Source: an optimization exercise on an open RTL-to-GDS flow (aim: small area, a short achievable clock period and few clock cycles). Production flows keep margins and buffers that such runs may drop. Function was checked by simulation only, so behaviour that the tests miss may differ from the original. Power and IR drop assume default switching activity.

## 03-07
## gefd
module gefd (
    input  wire        clk,
    input  wire        rst,
    input  wire        in_valid,
    input  wire [2:0]  in_kind,
    input  wire [3:0]  in_addr,
    input  wire [32:0] in_data,
    output wire        in_ready,
    output reg         tx_valid,
    output wire [7:0]  tx_data,
    output reg         err_valid,
    output reg  [2:0]  err_code,
    output reg  [15:0] err_info,
    output reg         cell_valid,
    output reg  [31:0] cell_data,
    output reg         frame_valid,
    output reg         frame_occ,
    output reg         frame_mot,
    output reg  [31:0] frame_cnt,
    output reg  [15:0] frame_n,
    output reg         trig_valid,
    output reg  [31:0] trig_cnt
);
Size in the first run: about 16,000 cells after synthesis, roughly 6,800 flip-flops, ~190 I/O pins, roughly 0.22 mm^2 of cells after synthesis.
Settings: LEC_CHECK=0, CAP_MARGIN=20, CORE_MARGIN=2, CORE_UTILIZATION=40, CTS_BUF_LIST=sky130_fd_sc_hd__clkbuf_16, CTS_CLUSTER_DIAMETER=100, CTS_CLUSTER_SIZE=24, SLEW_MARGIN=20; clock period 18.0 ns.
run.sh (not shown) runs the stock make flow with config.mk's settings and CLKGATE_MAP_FILE= SYNTH_SCRIPT=/design/flow/synth_recipe.tcl, a recipe that flattens the netlist after the stock synthesis.
Testbench counts of 03-07, summed over its fixed seeds: cycles 58,024.
--- input diff 03-07..08-24 ---
==> flow/flow/run.sh (new file) <==
#!/bin/bash
# The standard layout (the standard.sh, all steps unchanged), except that the port
# buffers the placement step inserts are sky130_fd_sc_hd__buf_4 cells instead of the
# default choice. make's full output goes to flow_make.log; each ORFS step keeps its own
# log under orfs/logs/.
set -euo pipefail
export BUFFER_PORTS_ARGS="-buffer_cell sky130_fd_sc_hd__buf_4"
bash standard.sh > flow_make.log 2>&1
==> flow/standard.sh (new file) <==
#!/bin/bash
# synth_recipe.tcl (not shown) runs the flow's synth.tcl, then flattens the netlist and writes it again
# the make line also repeats each setting of config.mk as NAME=value (left out here)
make -C /OpenROAD-flow-scripts/flow DESIGN_CONFIG=/design/flow/config.mk WORK_HOME=/design/flow/orfs CLKGATE_MAP_FILE= SYNTH_SCRIPT=/design/flow/synth_recipe.tcl "${@:-finish}"
removed: flow/run.sh
[summary]
Delta (08-24 minus 03-07): design area went down by 740 um^2, clock network contribution to total cell area was more or less identical, critical path depth went up by 5, power share of the combinational group was more or less identical.
08-24 gives more largest fanout on the critical path than 03-07 did.

---

## run A
gefd, a different RTL version from the one above (not shown whole).
For scale: about 16000 cells after synthesis, about 6800 flip-flops, about 190 I/O pins, about 220000 um2 of cells after synthesis.
## gefd
module gefd (
    input  wire        clk,
    input  wire        rst,
    input  wire        in_valid,
    input  wire [2:0]  in_kind,
    input  wire [3:0]  in_addr,
    input  wire [32:0] in_data,
    output wire        in_ready,
    output reg         tx_valid,
    output wire [7:0]  tx_data,
    output reg         err_valid,
    output reg  [2:0]  err_code,
    output reg  [15:0] err_info,
    output reg         cell_valid,
    output reg  [31:0] cell_data,
    output reg         frame_valid,
    output reg         frame_occ,
    output reg         frame_mot,
    output reg  [31:0] frame_cnt,
    output reg  [15:0] frame_n,
    output reg         trig_valid,
    output reg  [31:0] trig_cnt
);
    localparam [7:0] MARKER = 8'h2A;
    localparam [2:0] K_RX = 3'd0, K_CFG = 3'd1, K_START = 3'd2, K_STOP = 3'd3, K_LINK = 3'd4;
    localparam [1:0] RS_IDLE = 2'd0, RS_RUN = 2'd1, RS_STOPPED = 2'd2, RS_HALTED = 2'd3;
  ...
Settings: LEC_CHECK=0, CAP_MARGIN=20, CORE_MARGIN=2, CORE_UTILIZATION=55, CTS_BUF_LIST=sky130_fd_sc_hd__clkbuf_16, CTS_CLUSTER_DIAMETER=100, CTS_CLUSTER_SIZE=24, SLEW_MARGIN=20; clock period 18.0 ns.
standard.sh (not shown) runs the stock make flow with config.mk's settings and CLKGATE_MAP_FILE= SYNTH_SCRIPT=/design/flow/synth_recipe.tcl, a recipe that flattens the netlist after the stock synthesis.
==> flow/flow/run.sh <==
#!/bin/bash
# The standard layout (standard.sh, every ORFS step unchanged) with two changes:
#  - the port buffers that placement inserts are sky130_fd_sc_hd__buf_4 cells
#    (BUFFER_PORTS_ARGS) instead of the default choice;
#  - after the placement resizing step, the flip-flops that drive output-port buffers are
#    swapped to the strongest drive of their cell and moved onto the buffer's spot
#    (flow/upsize_out.tcl); the standard
#    detailed placement that follows legalizes them.
# Each tool's full output goes to a log file here; ORFS keeps per-step logs in orfs/logs/.
set -euo pipefail
export BUFFER_PORTS_ARGS="-buffer_cell sky130_fd_sc_hd__buf_4"
RES="$PWD/orfs/results/${FLOW_PLATFORM}/gefd/base"
bash standard.sh "$RES/3_4_place_resized.odb" > flow_make_place.log 2>&1
UPSZ_ODB="$RES/3_4_place_resized.odb" openroad -no_init -exit flow/upsize_out.tcl > upsize_out.log 2>&1
bash standard.sh > flow_make.log 2>&1
==> flow/flow/upsize_out.tcl <==
# For each output port: the flip-flop that drives the port's buffer is swapped to the strongest
# drive of its cell (sky130_fd_sc_hd__dfxtp_1/2 -> dfxtp_4) and moved onto the buffer's spot;
# the standard detailed placement that follows legalizes it next to the buffer.
set odb_file $::env(UPSZ_ODB)
read_db $odb_file
set db [ord::get_db]
set block [ord::get_db_block]
set strong [$db findMaster sky130_fd_sc_hd__dfxtp_4]
set n 0
set moved 0
foreach bterm [$block getBTerms] {
  if {[$bterm getIoType] ne "OUTPUT"} { continue }
  set net [$bterm getNet]
  if {$net eq "NULL"} { continue }
  set buf ""
  foreach it [$net getITerms] { if {[$it isOutputSignal]} { set buf [$it getInst] } }
  if {$buf eq ""} { continue }
  foreach it [$buf getITerms] {
    if {![$it isInputSignal]} { continue }
    set n2 [$it getNet]
    if {$n2 eq "NULL"} { continue }
    # only a flip-flop that drives nothing but this buffer
    if {[llength [$n2 getITerms]] != 2} { continue }
    foreach jt [$n2 getITerms] {
      if {![$jt isOutputSignal]} { continue }
      set ff [$jt getInst]
      set m [[$ff getMaster] getName]
      if {[string match "sky130_fd_sc_hd__*df*" $m]} {
        if {$m eq "sky130_fd_sc_hd__dfxtp_1" || $m eq "sky130_fd_sc_hd__dfxtp_2"} {
          $ff swapMaster $strong
          incr n
        }
        set loc [$buf getLocation]
        $ff setLocation [lindex $loc 0] [lindex $loc 1]
        incr moved
      }
    }
  }
}
puts "upsized $n and moved $moved output flip-flops"
write_db $odb_file
Testbench counts of run A, summed over its fixed seeds: cycles 57,968.
Relative to run A, the following input files were edited for run B:
diff --git a/flow/flow/run.sh b/flow/flow/run.sh
--- a/flow/flow/run.sh
+++ b/flow/flow/run.sh
@@ -4,6 +4,5 @@
 #    (BUFFER_PORTS_ARGS) instead of the default choice;
 #  - after the placement resizing step, the flip-flops that drive output-port buffers are
-#    swapped to the strongest drive of their cell and moved onto the buffer's spot
-#    (flow/upsize_out.tcl); the standard
+#    swapped to the strongest drive of their cell (flow/upsize_out.tcl); the standard
 #    detailed placement that follows legalizes them.
 # Each tool's full output goes to a log file here; ORFS keeps per-step logs in orfs/logs/.
==> flow/flow/upsize_out.tcl <==
# Upsize the flip-flops that drive the output ports' buffers to the strongest drive of the
# same cell (sky130_fd_sc_hd__dfxtp_1/2 -> dfxtp_4); detailed placement legalizes them next.
set odb_file $::env(UPSZ_ODB)
read_db $odb_file
set db [ord::get_db]
set block [ord::get_db_block]
set strong [$db findMaster sky130_fd_sc_hd__dfxtp_4]
set n 0
foreach bterm [$block getBTerms] {
  if {[$bterm getIoType] ne "OUTPUT"} { continue }
  set net [$bterm getNet]
  if {$net eq "NULL"} { continue }
  set buf ""
  foreach it [$net getITerms] { if {[$it isOutputSignal]} { set buf [$it getInst] } }
  if {$buf eq ""} { continue }
  foreach it [$buf getITerms] {
    if {![$it isInputSignal]} { continue }
    set n2 [$it getNet]
    if {$n2 eq "NULL"} { continue }
    foreach jt [$n2 getITerms] {
      if {![$jt isOutputSignal]} { continue }
      set ff [$jt getInst]
      set m [[$ff getMaster] getName]
      if {$m eq "sky130_fd_sc_hd__dfxtp_1" || $m eq "sky130_fd_sc_hd__dfxtp_2"} {
        $ff swapMaster $strong
        incr n
      }
    }
  }
}
puts "upsized $n output flip-flops"
write_db $odb_file
--- outcome ---
Run B vs. run A: combinational power essentially unchanged, sequential power share essentially unchanged, worst slew margin relative to its limit increased 6.0 points.

[separate check: timing with driven ports]
How much do the figures lean on ideal ports? The routed layouts below were timed once more, with nothing changed but the port constraints. Step 1: set_driving_cell puts a clkbuf_16 on clk and a buf_2 on each other input, an assumption about the parent block. Step 2 times the ports against the registers' clock, not the clock port: input delays grow and output delays shrink by t, the midpoint of the rising clock arrivals with the driver on. Slacks: ideal / step 1 / step 2; pairs: ideal / step 1.
| run | shift t [ns] | setup WS [ns] | worst register clock-pin slew, ns | worst slew at a driven data input, ns |
|---|---|---|---|---|
| 03-07 | 1.119 | 12.296 / 12.182 / 11.703 | 0.11 / 0.11 | 0.34 |
| 08-24 | 1.132 | 12.494 / 12.363 / 11.231 | 0.11 / 0.11 | 0.29 |
| run A | 1.081 | 12.739 / 12.616 / 11.976 | 0.11 / 0.11 | 0.24 |
| run B | 1.069 | 12.735 / 12.616 / 11.967 | 0.11 / 0.11 | 0.24 |
After both steps setup and hold are still met in every run listed. The setup slack of 08-24, which loses most, moves by -0.131 ns with the drivers and by -1.263 ns with both steps.
